Source: an optimization exercise on an open RTL-to-GDS flow (aim: small area). Production flows keep margins and buffers that such runs may drop. Function was checked by simulation only, so behaviour that the tests miss may differ from the original. Power is estimated from default activity; no workload was simulated.

Setup of run 1:
Design dkb_xcvr, start of the top module:
module dkb_xcvr (
    input  wire        clk,
    input  wire        rst,           
    input  wire        start,
    input  wire [2:0]  op,
    output wire        busy,
    input  wire        host_we,
    input  wire [6:0]  host_addr,
    input  wire [15:0] host_wdata,
    output wire [15:0] host_rdata,
    output wire        ie,
    input  wire        line_i,
    output wire        drv_oe,
    output wire        drv_o
);
    localparam [2:0] OP_DELAY     = 3'd0;
    localparam [2:0] OP_TX        = 3'd1;
    localparam [2:0] OP_RX        = 3'd2;
    localparam [2:0] OP_XFER      = 3'd3;
    localparam [2:0] OP_IDENTIFY  = 3'd4;
    localparam [2:0] OP_ORIGINATE = 3'd5;
    localparam [2:0] OP_POLL      = 3'd6;
    localparam [2:0] OP_RESPOND   = 3'd7;
    localparam [3:0] S_IDLE     = 4'd0;
    localparam [3:0] S_DLYS     = 4'd1;
    localparam [3:0] S_LOAD     = 4'd2;
    localparam [3:0] S_CFG      = 4'd3;
    localparam [3:0] S_MASK     = 4'd4;
    localparam [3:0] S_TX       = 4'd5;
    localparam [3:0] S_RX       = 4'd6;
    localparam [3:0] S_CLASSIFY = 4'd7;
    localparam [3:0] S_TURN     = 4'd8;
  ...
Size: roughly 1200 cells after synthesis, ~360 flip-flops, roughly 0.015 sq mm of cells after synthesis.
export LEC_CHECK = 0
export CAP_MARGIN = 5
export CORE_MARGIN = 2
export CORE_UTILIZATION = 40
export CTS_BUF_LIST = sky130_fd_sc_hd__clkbuf_8
export CTS_CLUSTER_DIAMETER = 100
export CTS_CLUSTER_SIZE = 14
export SLEW_MARGIN = 5
export SYNTH_HIERARCHICAL = 1
create_clock -name core_clock -period 8.0 [get_ports {clk}]
standard.sh (not shown) runs the stock make flow with config.mk's settings and CLKGATE_MAP_FILE= SYNTH_SCRIPT=/design/flow/synth_recipe.tcl, a recipe that flattens the netlist after the stock synthesis.
==> flow/flow/run.sh <==
#!/bin/bash
# Standard ORFS layout with three changes that only shrink buffering:
#  - port buffers use the smallest buffer cell (buffer_ports -buffer_cell)
#  - timing-driven global placement does not keep its trial buffers
#    (repair_design after placement still fixes every slew/cap violation)
#  - clock tree synthesis adds no dummy loads
# The synthesis is the standard one, run unchanged first.
set -euo pipefail
bash standard.sh synth > synth.log 2>&1
export BUFFER_PORTS_ARGS="-buffer_cell sky130_fd_sc_hd__buf_1"
export GPL_KEEP_OVERFLOW=0
export CTS_ARGS="-sink_clustering_enable -repair_clock_nets -dont_use_dummy_load -buf_list sky130_fd_sc_hd__clkbuf_8 -sink_clustering_size 14 -sink_clustering_max_diameter 100"
bash standard.sh finish > layout.log 2>&1
Relative to run 1, the following input files were edited for run 2:
Settings: CTS_CLUSTER_SIZE: 14 -> 9; CTS_CLUSTER_DIAMETER: 100 -> 50; CAP_MARGIN: 5 -> 0; SLEW_MARGIN: 5 -> 0; CTS_BUF_LIST: sky130_fd_sc_hd__clkbuf_8 -> sky130_fd_sc_hd__clkbuf_4.
-- flow/flow/run.sh --
<<< run 1, line 11
export GPL_KEEP_OVERFLOW=0
export CTS_ARGS="-sink_clustering_enable -repair_clock_nets -dont_use_dummy_load -buf_list sky130_fd_sc_hd__clkbuf_8 -sink_clustering_size 14 -sink_clustering_max_diameter 100"
bash standard.sh finish > layout.log 2>&1
>>> run 2, line 11
export GPL_KEEP_OVERFLOW=0
export CTS_ARGS="-sink_clustering_enable -repair_clock_nets -dont_use_dummy_load -buf_list sky130_fd_sc_hd__clkbuf_4 -sink_clustering_size 9 -sink_clustering_max_diameter 50"
bash standard.sh finish > layout.log 2>&1
==> comparison <==
- Run 1 went all the way through the flow, and no timing, DRC or antenna check failed.
- Looking at the reports, run 2 completed the entire flow and the layout it produced met the timing, DRC and antenna checks.
- Run 2 ends up with a part of the power in the clock network that is 0.5 points lower than in run 1.
- Taking run 1 as the reference, in run 2 total power decreased by about 0.5% relative to the old numbers, clock-buffer cell count went up, largest net degree at the start of global routing went up.
- Compared with run 1, run 2 shows worst-margin pin slew higher by 0.070 ns.
- The setup slack of the critical path after layout reported for run 2 is smaller than that of run 1 by 0.11 ns.
- In the metrics for run 2 and run 1, the one carrying the lower relative contribution of combinational cells to total power is run 1.
- Cmp run 2 and run 1 / ratio of routed vias to standard cells / lower: run 2

* * *

Another version of the RTL of dkb_xcvr (not shown whole).
Size: ~1200 cells after synthesis, about 51 I/O pins, roughly 15000 um2 of cells after synthesis.
// dkb_xcvr
module dkb_xcvr (
    input  wire        clk,
    input  wire        rst,           
    input  wire        start,
    input  wire [2:0]  op,
    output wire        busy,
    input  wire        host_we,
    input  wire [6:0]  host_addr,
    input  wire [15:0] host_wdata,
    output wire [15:0] host_rdata,
    output wire        ie,
    input  wire        line_i,
    output wire        drv_oe,
    output wire        drv_o
);
==> flow/config.mk <==
export PLATFORM = sky130hd
export DESIGN_NAME = dkb_xcvr
export DESIGN_NICKNAME = dkb_xcvr
export VERILOG_FILES = /design/flow/design.v
export SDC_FILE = /design/flow/constraint.sdc
export NUM_CORES = 4
export LEC_CHECK = 0
export CAP_MARGIN = 0
export CORE_MARGIN = 2
export CORE_UTILIZATION = 40
export CTS_BUF_LIST = sky130_fd_sc_hd__clkbuf_8
export CTS_CLUSTER_DIAMETER = 100
export CTS_CLUSTER_SIZE = 16
export GPL_TIMING_DRIVEN = 0
export SLEW_MARGIN = 0
export SYNTH_HIERARCHICAL = 1
==> flow/constraint.sdc <==
create_clock -name core_clock -period 8.0 [get_ports {clk}]
set_input_delay 1.6000 -clock core_clock [delete_from_list [all_inputs] [get_ports {clk}]]
set_output_delay 1.6000 -clock core_clock [all_outputs]
set_load 0.01 [all_outputs]
==> flow/flow/run.sh <==
#!/bin/bash
# Standard ORFS layout, except that the port buffers are the smallest buffer
# cell (buffer_ports -buffer_cell) instead of the one ORFS picks by default.
# The synthesis is the standard one, run unchanged first.
set -euo pipefail
bash standard.sh synth > synth.log 2>&1
BUFFER_PORTS_ARGS="-buffer_cell sky130_fd_sc_hd__buf_1" bash standard.sh finish > layout.log 2>&1
The starting point finished clean.
Edit:
==> flow/run.sh (new file) <==
#!/bin/bash
# synth_recipe.tcl (not shown) runs the flow's synth.tcl, then flattens the netlist and writes it again
# the make line also repeats each setting of config.mk as NAME=value (left out here)
make -C /OpenROAD-flow-scripts/flow DESIGN_CONFIG=/design/flow/config.mk WORK_HOME=/design/flow/orfs CLKGATE_MAP_FILE= SYNTH_SCRIPT=/design/flow/synth_recipe.tcl finish
--- a/flow/config.mk
+++ b/flow/config.mk
@@ -6,5 +6,5 @@
 export NUM_CORES = 4
 export LEC_CHECK = 0
-export CAP_MARGIN = 0
+export CAP_MARGIN = 20
 export CORE_MARGIN = 2
 export CORE_UTILIZATION = 40
@@ -12,5 +12,4 @@
 export CTS_CLUSTER_DIAMETER = 100
 export CTS_CLUSTER_SIZE = 16
-export GPL_TIMING_DRIVEN = 0
-export SLEW_MARGIN = 0
+export SLEW_MARGIN = 20
 export SYNTH_HIERARCHICAL = 1
removed: flow/flow/run.sh
removed: flow/standard.sh
Outcome: The changed run finished with timing, DRC and antenna clean. Sequential power stays flat. Die area stays the same. Power came out higher by 0.31%. Synthesized cell count is unchanged.
Edit:
==> flow/flow/run.sh (new file) <==
#!/bin/bash
# Standard ORFS layout, except that the port buffers are the smallest buffer
# cell (buffer_ports -buffer_cell) instead of the one ORFS picks by default.
# The synthesis is the standard one, run unchanged first.
set -euo pipefail
bash standard.sh synth > synth.log 2>&1
BUFFER_PORTS_ARGS="-buffer_cell sky130_fd_sc_hd__buf_1" bash standard.sh finish > layout.log 2>&1
==> flow/standard.sh (new file) <==
#!/bin/bash
# synth_recipe.tcl (not shown) runs the flow's synth.tcl, then flattens the netlist and writes it again
# the make line also repeats each setting of config.mk as NAME=value (left out here)
make -C /OpenROAD-flow-scripts/flow DESIGN_CONFIG=/design/flow/config.mk WORK_HOME=/design/flow/orfs CLKGATE_MAP_FILE= SYNTH_SCRIPT=/design/flow/synth_recipe.tcl "${@:-finish}"
==> flow/config.mk (replaced) <==
export PLATFORM = sky130hd
export DESIGN_NAME = dkb_xcvr
export DESIGN_NICKNAME = dkb_xcvr
export VERILOG_FILES = /design/flow/design.v
export SDC_FILE = /design/flow/constraint.sdc
export NUM_CORES = 4
export LEC_CHECK = 0
export CAP_MARGIN = 0
export CORE_MARGIN = 2
export CORE_UTILIZATION = 40
export CTS_BUF_LIST = sky130_fd_sc_hd__clkbuf_16
export CTS_CLUSTER_DIAMETER = 150
export CTS_CLUSTER_SIZE = 30
export SLEW_MARGIN = 0
export SYNTH_HIERARCHICAL = 1
removed: flow/run.sh
Effect:
- register-to-register slack improved by 210 ps
- first-iteration DRC count went up by 15%
- area after synthesis does not change
- count of clock-buffer cells in the layout shrinks by 11
- routed wire length rose by 0.64%
- via count climbs by 1.1%

* * *

## run A
Another version of the RTL of dkb_xcvr (not shown whole).
Size: ~1200 cells after synthesis, roughly 360 flip-flops, ~15000 sq um of cells after synthesis.
export LEC_CHECK = 0
export CAP_MARGIN = 20
export CORE_MARGIN = 2
export CORE_UTILIZATION = 40
export CTS_BUF_LIST = sky130_fd_sc_hd__clkbuf_8
export CTS_CLUSTER_DIAMETER = 100
export CTS_CLUSTER_SIZE = 16
export SLEW_MARGIN = 20
export SYNTH_HIERARCHICAL = 1
create_clock -name core_clock -period 8.0 [get_ports {clk}]
==> flow/flow/run.sh <==
#!/bin/bash
# Standard ORFS layout with three changes that only shrink buffering:
#  - port buffers use the smallest buffer cell (buffer_ports -buffer_cell)
#  - timing-driven global placement does not keep its trial buffers
#    (repair_design after placement still fixes every slew/cap violation)
#  - clock tree synthesis adds no dummy loads
# The synthesis is the standard one, run unchanged first.
set -euo pipefail
bash standard.sh synth > synth.log 2>&1
export BUFFER_PORTS_ARGS="-buffer_cell sky130_fd_sc_hd__buf_1"
export GPL_KEEP_OVERFLOW=0
export CTS_ARGS="-sink_clustering_enable -repair_clock_nets -dont_use_dummy_load -buf_list sky130_fd_sc_hd__clkbuf_8 -sink_clustering_size 16 -sink_clustering_max_diameter 100"
bash standard.sh finish > layout.log 2>&1
Here is what was changed in the inputs of run B compared with run A.
--- a/flow/config.mk
+++ b/flow/config.mk
@@ -8 +8 @@
-export CAP_MARGIN = 20
+export CAP_MARGIN = 5
@@ -14 +14 @@
-export SLEW_MARGIN = 20
+export SLEW_MARGIN = 5
## What came out
Taking run A as the reference, in run B initial core utilization held steady; minimum clock period after layout now larger; via density per instance has remained practically unchanged; power fell about 1.1%.
The inputs of run C differ from those of run B as listed below.
--- a/flow/flow/run.sh
+++ b/flow/flow/run.sh
@@ -12 +12 @@
-export CTS_ARGS="-sink_clustering_enable -repair_clock_nets -dont_use_dummy_load -buf_list sky130_fd_sc_hd__clkbuf_8 -sink_clustering_size 16 -sink_clustering_max_diameter 100"
+export CTS_ARGS="-sink_clustering_enable -repair_clock_nets -dont_use_dummy_load -buf_list sky130_fd_sc_hd__clkbuf_8 -sink_clustering_size 16 -sink_clustering_max_diameter 70"
--- a/flow/config.mk
+++ b/flow/config.mk
@@ -8 +8 @@
-export CAP_MARGIN = 5
+export CAP_MARGIN = 0
@@ -12 +12 @@
-export CTS_CLUSTER_DIAMETER = 100
+export CTS_CLUSTER_DIAMETER = 70
@@ -14 +14 @@
-export SLEW_MARGIN = 5
+export SLEW_MARGIN = 0
Results
Wire: run C routes more than run B. Going from run B to run C, final standard cell utilization of the core saw little to no change, clock power went up by about 3.2%, total global routing track utilization +0.18 points, portion of the post-synthesis area used by sequential elements neither gained nor lost much.
Relative to run C, the following input files were edited for run D:
--- a/flow/flow/run.sh
+++ b/flow/flow/run.sh
@@ -12 +12 @@
-export CTS_ARGS="-sink_clustering_enable -repair_clock_nets -dont_use_dummy_load -buf_list sky130_fd_sc_hd__clkbuf_8 -sink_clustering_size 16 -sink_clustering_max_diameter 70"
+export CTS_ARGS="-sink_clustering_enable -repair_clock_nets -dont_use_dummy_load -buf_list sky130_fd_sc_hd__clkbuf_8 -sink_clustering_size 16 -sink_clustering_max_diameter 100"
--- a/flow/config.mk
+++ b/flow/config.mk
@@ -12 +12 @@
-export CTS_CLUSTER_DIAMETER = 70
+export CTS_CLUSTER_DIAMETER = 100
Findings:
Where clock period minus worst slack is concerned, run C is outperformed by run D. Compared with run C, run D has extra setup slack. Summary of run D over run C: power down about 0.9%, area added between synthesis and finish moved down.
--- input diff run D..run E ---
--- a/flow/config.mk
+++ b/flow/config.mk
@@ -8 +8 @@
-export CAP_MARGIN = 0
+export CAP_MARGIN = 20
@@ -10 +10 @@
-export CORE_UTILIZATION = 40
+export CORE_UTILIZATION = 60
@@ -14 +14 @@
-export SLEW_MARGIN = 0
+export SLEW_MARGIN = 20
--- outcome ---
- In run E, the total iterations of the first detailed-routing run came out 1 above the value in run D.
- When the final numbers for run E and run D were put side by side, the setup slack after layout turned out to be smaller in run D.
- Area: run E vs run D -> run E smaller
- Delta(first-iteration DRC count, run E - run D) > 0
- Going from run D to run E, fraction of power spent switching nets went down, total chip power now sits higher, number of vias per cell now larger, cell row count lower.
- For the final period utilization, run E came in 1.8 points lower than run D did.

* * *

Setup of rev 12:
RTL: one of the versions met above, not the one the previous note started from.
For scale: about 1200 cells after synthesis, about 360 flip-flops, about 51 I/O pins, ~15000 µm² of cells after synthesis.
Settings: LEC_CHECK=0, CAP_MARGIN=5, CORE_MARGIN=2, CORE_UTILIZATION=40, CTS_BUF_LIST=sky130_fd_sc_hd__clkbuf_4, CTS_CLUSTER_DIAMETER=50, CTS_CLUSTER_SIZE=9, SLEW_MARGIN=5, SYNTH_HIERARCHICAL=1; clock period 8.0 ns.
==> flow/flow/run.sh <==
#!/bin/bash
# Standard ORFS layout with three changes that only shrink buffering:
#  - port buffers use the smallest buffer cell (buffer_ports -buffer_cell)
#  - timing-driven global placement does not keep its trial buffers
#    (repair_design after placement still fixes every slew/cap violation)
#  - clock tree synthesis adds no dummy loads
# The synthesis is the standard one, run unchanged first.
set -euo pipefail
bash standard.sh synth > synth.log 2>&1
export BUFFER_PORTS_ARGS="-buffer_cell sky130_fd_sc_hd__buf_1"
export GPL_KEEP_OVERFLOW=0
export CTS_ARGS="-sink_clustering_enable -repair_clock_nets -dont_use_dummy_load -buf_list sky130_fd_sc_hd__clkbuf_4 -sink_clustering_size 9 -sink_clustering_max_diameter 50"
bash standard.sh finish > layout.log 2>&1
Edits applied to the flow inputs when going from rev 12 to rev 13:
Settings: SLEW_MARGIN: 5 -> 0; CTS_CLUSTER_SIZE: 9 -> 16; CAP_MARGIN: 5 -> 0; CTS_BUF_LIST: sky130_fd_sc_hd__clkbuf_4 -> sky130_fd_sc_hd__clkbuf_8; CTS_CLUSTER_DIAMETER: 50 -> 70.
--- a/flow/flow/run.sh
+++ b/flow/flow/run.sh
@@ -10,4 +10,4 @@
 export BUFFER_PORTS_ARGS="-buffer_cell sky130_fd_sc_hd__buf_1"
 export GPL_KEEP_OVERFLOW=0
-export CTS_ARGS="-sink_clustering_enable -repair_clock_nets -dont_use_dummy_load -buf_list sky130_fd_sc_hd__clkbuf_4 -sink_clustering_size 9 -sink_clustering_max_diameter 50"
+export CTS_ARGS="-sink_clustering_enable -repair_clock_nets -dont_use_dummy_load -buf_list sky130_fd_sc_hd__clkbuf_8 -sink_clustering_size 16 -sink_clustering_max_diameter 70"
 bash standard.sh finish > layout.log 2>&1
Findings:
Rev 13 and rev 12 ended up with nearly the same combinational share of power.
Rev 12 -> rev 13: number of placed cells counting well taps delta 0, exact match
Rev 13 against rev 12: slew at the pin closest to its max-slew limit rose 0.11 ns, proportion of layout cells with a drive suffix above 1 fell 1.6 points, clock buffer count fell 19, final cell count fell 19.
Rev 13 vs rev 12: power consumption up

-- what the ideal ports hide --
In the flow no input, the clock included, has a driving cell. The finished layouts below were timed again as built, in two steps.
Step 1 (the two cells are an assumption about what drives the block):
set clk [get_ports {clk}]
set_driving_cell -lib_cell sky130_fd_sc_hd__clkbuf_16 $clk
set_driving_cell -lib_cell sky130_fd_sc_hd__buf_2 [delete_from_list [all_inputs] $clk]
Step 2 moves the port delays by t, midway between the first and last clock arrival at a register: inputs arrive t later, outputs are due t later. That takes back most of the time a late clock gives input paths.
a / b / c = ideal ports / drivers / drivers and shift; a / b = the first two.
run	t (ns)	slack for setup (ns)	hold slack, ns	worst setup path after step 2	worst slew at a driven data input, ns
run 1	0.641	0.348 / 0.303 / 0.944	0.511 / 0.511 / 0.511	register to output	0.10
run 2	0.804	0.236 / 0.189 / 0.993	0.509 / 0.509 / 0.509	register to output	0.09
the first run of note 2	0.665	0.450 / 0.400 / 0.575	0.505 / 0.505 / 0.505	input to output	0.04
the second run of note 2	0.671	0.193 / 0.156 / 0.156	0.497 / 0.497 / 0.497	input to output	0.05
the third run of note 2	0.561	0.872 / 0.851 / 0.851	0.494 / 0.494 / 0.494	input to output	0.09
run A	0.625	0.286 / 0.237 / 0.862	0.505 / 0.505 / 0.505	register to output	0.06
run B	0.641	0.268 / 0.220 / 0.862	0.511 / 0.511 / 0.511	register to output	0.05
run C	0.653	0.246 / 0.194 / 0.847	0.506 / 0.506 / 0.506	register to output	0.06
run D	0.629	0.252 / 0.205 / 0.833	0.509 / 0.509 / 0.509	register to output	0.06
run E	0.631	0.400 / 0.352 / 0.983	0.509 / 0.509 / 0.509	register to output	0.09
rev 12	0.804	0.317 / 0.270 / 1.075	0.510 / 0.510 / 0.510	register to output	0.09
rev 13	0.656	0.439 / 0.389 / 1.045	0.508 / 0.508 / 0.508	register to output	0.10
After both steps every run listed still meets setup and hold. The setup slack of the second run of note 2, which loses most, moves by -0.037 ns with the drivers and by -0.037 ns with both steps.
